This design comes from an exercise in tuning for small area on the open sky130 flow, not from production work. RTL that was checked went through simulation tests only; none was proved equivalent to the original. Power and IR drop assume default switching activity.

## v6
Design mse_core, start of the top module:
module mse_core (
    input  wire        clk,
    input  wire        rst,
    input  wire        cmd_valid,
    output wire        cmd_ready,
    input  wire [31:0] cmd,
    output wire        rsp_valid,
    output wire [15:0] rsp,
    output wire        rsp_err
);
export LEC_CHECK = 0
export ABC_AREA = 1
export CAP_MARGIN = 0
export CORE_MARGIN = 2
export CORE_UTILIZATION = 45
export CTS_BUF_LIST = sky130_fd_sc_hd__clkbuf_8
export CTS_CLUSTER_DIAMETER = 60
export CTS_CLUSTER_SIZE = 16
export PLACE_DENSITY = 0.6
export SLEW_MARGIN = 0
create_clock -name core_clock -period 40.0 [get_ports {clk}]
run.sh (not shown) runs the stock make flow with config.mk's settings and CLKGATE_MAP_FILE= SYNTH_SCRIPT=/design/flow/synth_recipe.tcl, a recipe that flattens the netlist after the stock synthesis.
No stage failed in v6, and the final checks on the layout all came back clean.
Here is what was changed in the inputs of v7 compared with v6.
- CTS_BUF_LIST now sky130_fd_sc_hd__clkbuf_4, was sky130_fd_sc_hd__clkbuf_8
- CTS_CLUSTER_SIZE no longer set, was 16
- CTS_CLUSTER_DIAMETER no longer set, was 60
==> flow/flow/run.sh (new file) <==
#!/bin/bash
# The standard layout (standard.sh), with three changes in how it is made:
#  - ABC maps the logic for area (flow/abc_area.script replaces ORFS's area script;
#    registers are untouched, so they keep the standard synthesis's names and cells);
#  - CTS without dummy loads, clustered onto clkbuf_8 leaf buffers;
#  - port buffers made with the smallest buffer.
# Every ORFS step writes its own log under orfs/logs; make's output goes to flow_make.log.
set -euo pipefail
rm -rf scripts_local
cp -r "$FLOW_HOME/scripts" scripts_local
cp flow/abc_area.script scripts_local/abc_area.script
export SCRIPTS_DIR="$PWD/scripts_local"
export CTS_ARGS="-sink_clustering_enable -repair_clock_nets -dont_use_dummy_load -buf_list sky130_fd_sc_hd__clkbuf_8 -sink_clustering_size 16 -sink_clustering_max_diameter 60"
export BUFFER_PORTS_ARGS="-buffer_cell sky130_fd_sc_hd__buf_1"
bash standard.sh > flow_make.log 2>&1
==> flow/flow/abc_area.script (new file) <==
strash
dch
map -a
amap
==> flow/standard.sh (new file) <==
#!/bin/bash
# synth_recipe.tcl (not shown) runs the flow's synth.tcl, then flattens the netlist and writes it again
# the make line also repeats each setting of config.mk as NAME=value (left out here)
make -C /OpenROAD-flow-scripts/flow DESIGN_CONFIG=/design/flow/config.mk WORK_HOME=/design/flow/orfs CLKGATE_MAP_FILE= SYNTH_SCRIPT=/design/flow/synth_recipe.tcl "${@:-finish}"
removed: flow/run.sh
Notes after the runs:
Re share of final layout cell area taken by clock buffers and inverters: v7 is 0.82 points down on v6. Est. power | v7 vs v6 | v7 lower. v7 improves on v6 in worst-case headroom to the max-slew limit. | final RePlAce weighted congestion | v7 vs v6 | about 6.5% lower |. For share of the core filled with cells in the final layout, v6 and v7 come out practically identical. The synthesized-area fraction occupied by adder cells of v7 exceeds that of v6 by 0.78 points.
No functional check of the RTL was part of any run of this note.

---

## build 25
Another version of the RTL of mse_core (not shown whole).
Size in the first run: about 2,100 cells after synthesis, about 410 flip-flops, roughly 19,000 sq um of cells after synthesis.
clock: 40.0 ns
lec_check: 0
abc_area: 1
cap_margin: 10
core_margin: 2
core_utilization: 55
place_density: 0.7
slew_margin: 10
standard.sh (not shown) runs the stock make flow with config.mk's settings and CLKGATE_MAP_FILE= SYNTH_SCRIPT=/design/flow/synth_recipe.tcl, a recipe that flattens the netlist after the stock synthesis.
==> flow/flow/run.sh <==
#!/bin/bash
# The standard layout (standard.sh), with three changes in how it is made:
#  - ABC maps the logic for area with amap (flow/abc_area.script replaces ORFS's area script;
#    registers are untouched, so they keep the standard synthesis's names and cells);
#  - CTS without dummy loads, clustered onto clkbuf_4 leaf buffers;
#  - port buffers made with the smallest buffer.
# Every ORFS step writes its own log under orfs/logs; make's output goes to flow_make.log.
set -euo pipefail
rm -rf scripts_local
cp -r "$FLOW_HOME/scripts" scripts_local
cp flow/abc_area.script scripts_local/abc_area.script
export SCRIPTS_DIR="$PWD/scripts_local"
export CTS_ARGS="-sink_clustering_enable -repair_clock_nets -dont_use_dummy_load -buf_list sky130_fd_sc_hd__clkbuf_4 -sink_clustering_size 12 -sink_clustering_max_diameter 35"
export BUFFER_PORTS_ARGS="-buffer_cell sky130_fd_sc_hd__buf_1"
bash standard.sh > flow_make.log 2>&1
==> flow/flow/abc_area.script <==
strash
dch
amap
strash
dch
amap
strash
dch
amap
Here is what was changed in the inputs of build 26 compared with build 25.
--- a/flow/flow/run.sh
+++ b/flow/flow/run.sh
@@ -4,3 +4,3 @@
 #    registers are untouched, so they keep the standard synthesis's names and cells);
-#  - CTS without dummy loads, clustered onto clkbuf_4 leaf buffers;
+#  - CTS without dummy loads, clustered onto clkbuf_8 leaf buffers;
 #  - port buffers made with the smallest buffer.
@@ -12,3 +12,3 @@
 export SCRIPTS_DIR="$PWD/scripts_local"
-export CTS_ARGS="-sink_clustering_enable -repair_clock_nets -dont_use_dummy_load -buf_list sky130_fd_sc_hd__clkbuf_4 -sink_clustering_size 12 -sink_clustering_max_diameter 35"
+export CTS_ARGS="-sink_clustering_enable -repair_clock_nets -dont_use_dummy_load -buf_list sky130_fd_sc_hd__clkbuf_8 -sink_clustering_size 16 -sink_clustering_max_diameter 60"
 export BUFFER_PORTS_ARGS="-buffer_cell sky130_fd_sc_hd__buf_1"
==> flow/flow/abc_area.script <==
strash
dch
amap
strash
dch
amap
Results
Re clock tree buffer depth: no difference whatsoever between build 25 and build 26.
Delta (build 26 minus build 25): post-route clock period utilization rose 0.82 points, full die area stayed essentially flat, worst hold slack went up 0.039 ns.
Relative to build 26, the following input files were edited for build 50:
--- a/flow/flow/run.sh
+++ b/flow/flow/run.sh
@@ -4,3 +4,3 @@
 #    registers are untouched, so they keep the standard synthesis's names and cells);
-#  - CTS without dummy loads, clustered onto clkbuf_8 leaf buffers;
+#  - CTS without dummy loads, clustered onto clkbuf_4 leaf buffers;
 #  - port buffers made with the smallest buffer.
@@ -12,3 +12,3 @@
 export SCRIPTS_DIR="$PWD/scripts_local"
-export CTS_ARGS="-sink_clustering_enable -repair_clock_nets -dont_use_dummy_load -buf_list sky130_fd_sc_hd__clkbuf_8 -sink_clustering_size 16 -sink_clustering_max_diameter 60"
+export CTS_ARGS="-sink_clustering_enable -repair_clock_nets -dont_use_dummy_load -buf_list sky130_fd_sc_hd__clkbuf_4 -sink_clustering_size 10 -sink_clustering_max_diameter 40"
 export BUFFER_PORTS_ARGS="-buffer_cell sky130_fd_sc_hd__buf_1"
==> flow/flow/abc_area.script <==
strash
dch
amap
strash
dch
amap
strash
dch
amap
[summary]
Fraction of met1 tracks used by global routing (lower): build 26
Compared with build 26, in build 50 final hold slack lost 0.021 ns; die area neither gained nor lost much; clock group share of total power lost 1.0 points; maximum number of pins on one net before global-route repair lost about 4.7%.
Compared with build 26, build 50 shows a higher combinational power.

what the ideal ports hide:
How much do the figures lean on ideal ports? The routed layouts below were timed once more, with nothing changed but the port constraints.
Step 1 sets driving cells, clkbuf_16 on the clock port and buf_2 on the other inputs (assumed; they add their load-dependent delay and slew).
Step 2 moves the port delays by t, midway between the first and last clock arrival at a register: inputs arrive t later, outputs are due t later. That takes back most of the time a late clock gives input paths.
Three values: no drivers, after step 1, after step 2; two values: the first two.
run | t, ns | setup WS [ns] | latest minus earliest clock arrival (ns) | worst data-port slew with drivers (ns)
v6 | 0.680 | 3.358 / 3.301 / 3.981 | 0.048 / 0.048 | 0.04
v7 | 0.641 | 3.616 / 3.562 / 4.202 | 0.051 / 0.051 | 0.04
build 25 | 0.829 | 2.173 / 2.121 / 2.950 | 0.130 / 0.130 | 0.05
build 26 | 0.634 | 1.843 / 1.790 / 2.424 | 0.100 / 0.100 | 0.04
build 50 | 0.820 | 2.165 / 2.114 / 2.934 | 0.106 / 0.106 | 0.04
After both steps every run listed still meets setup and hold.
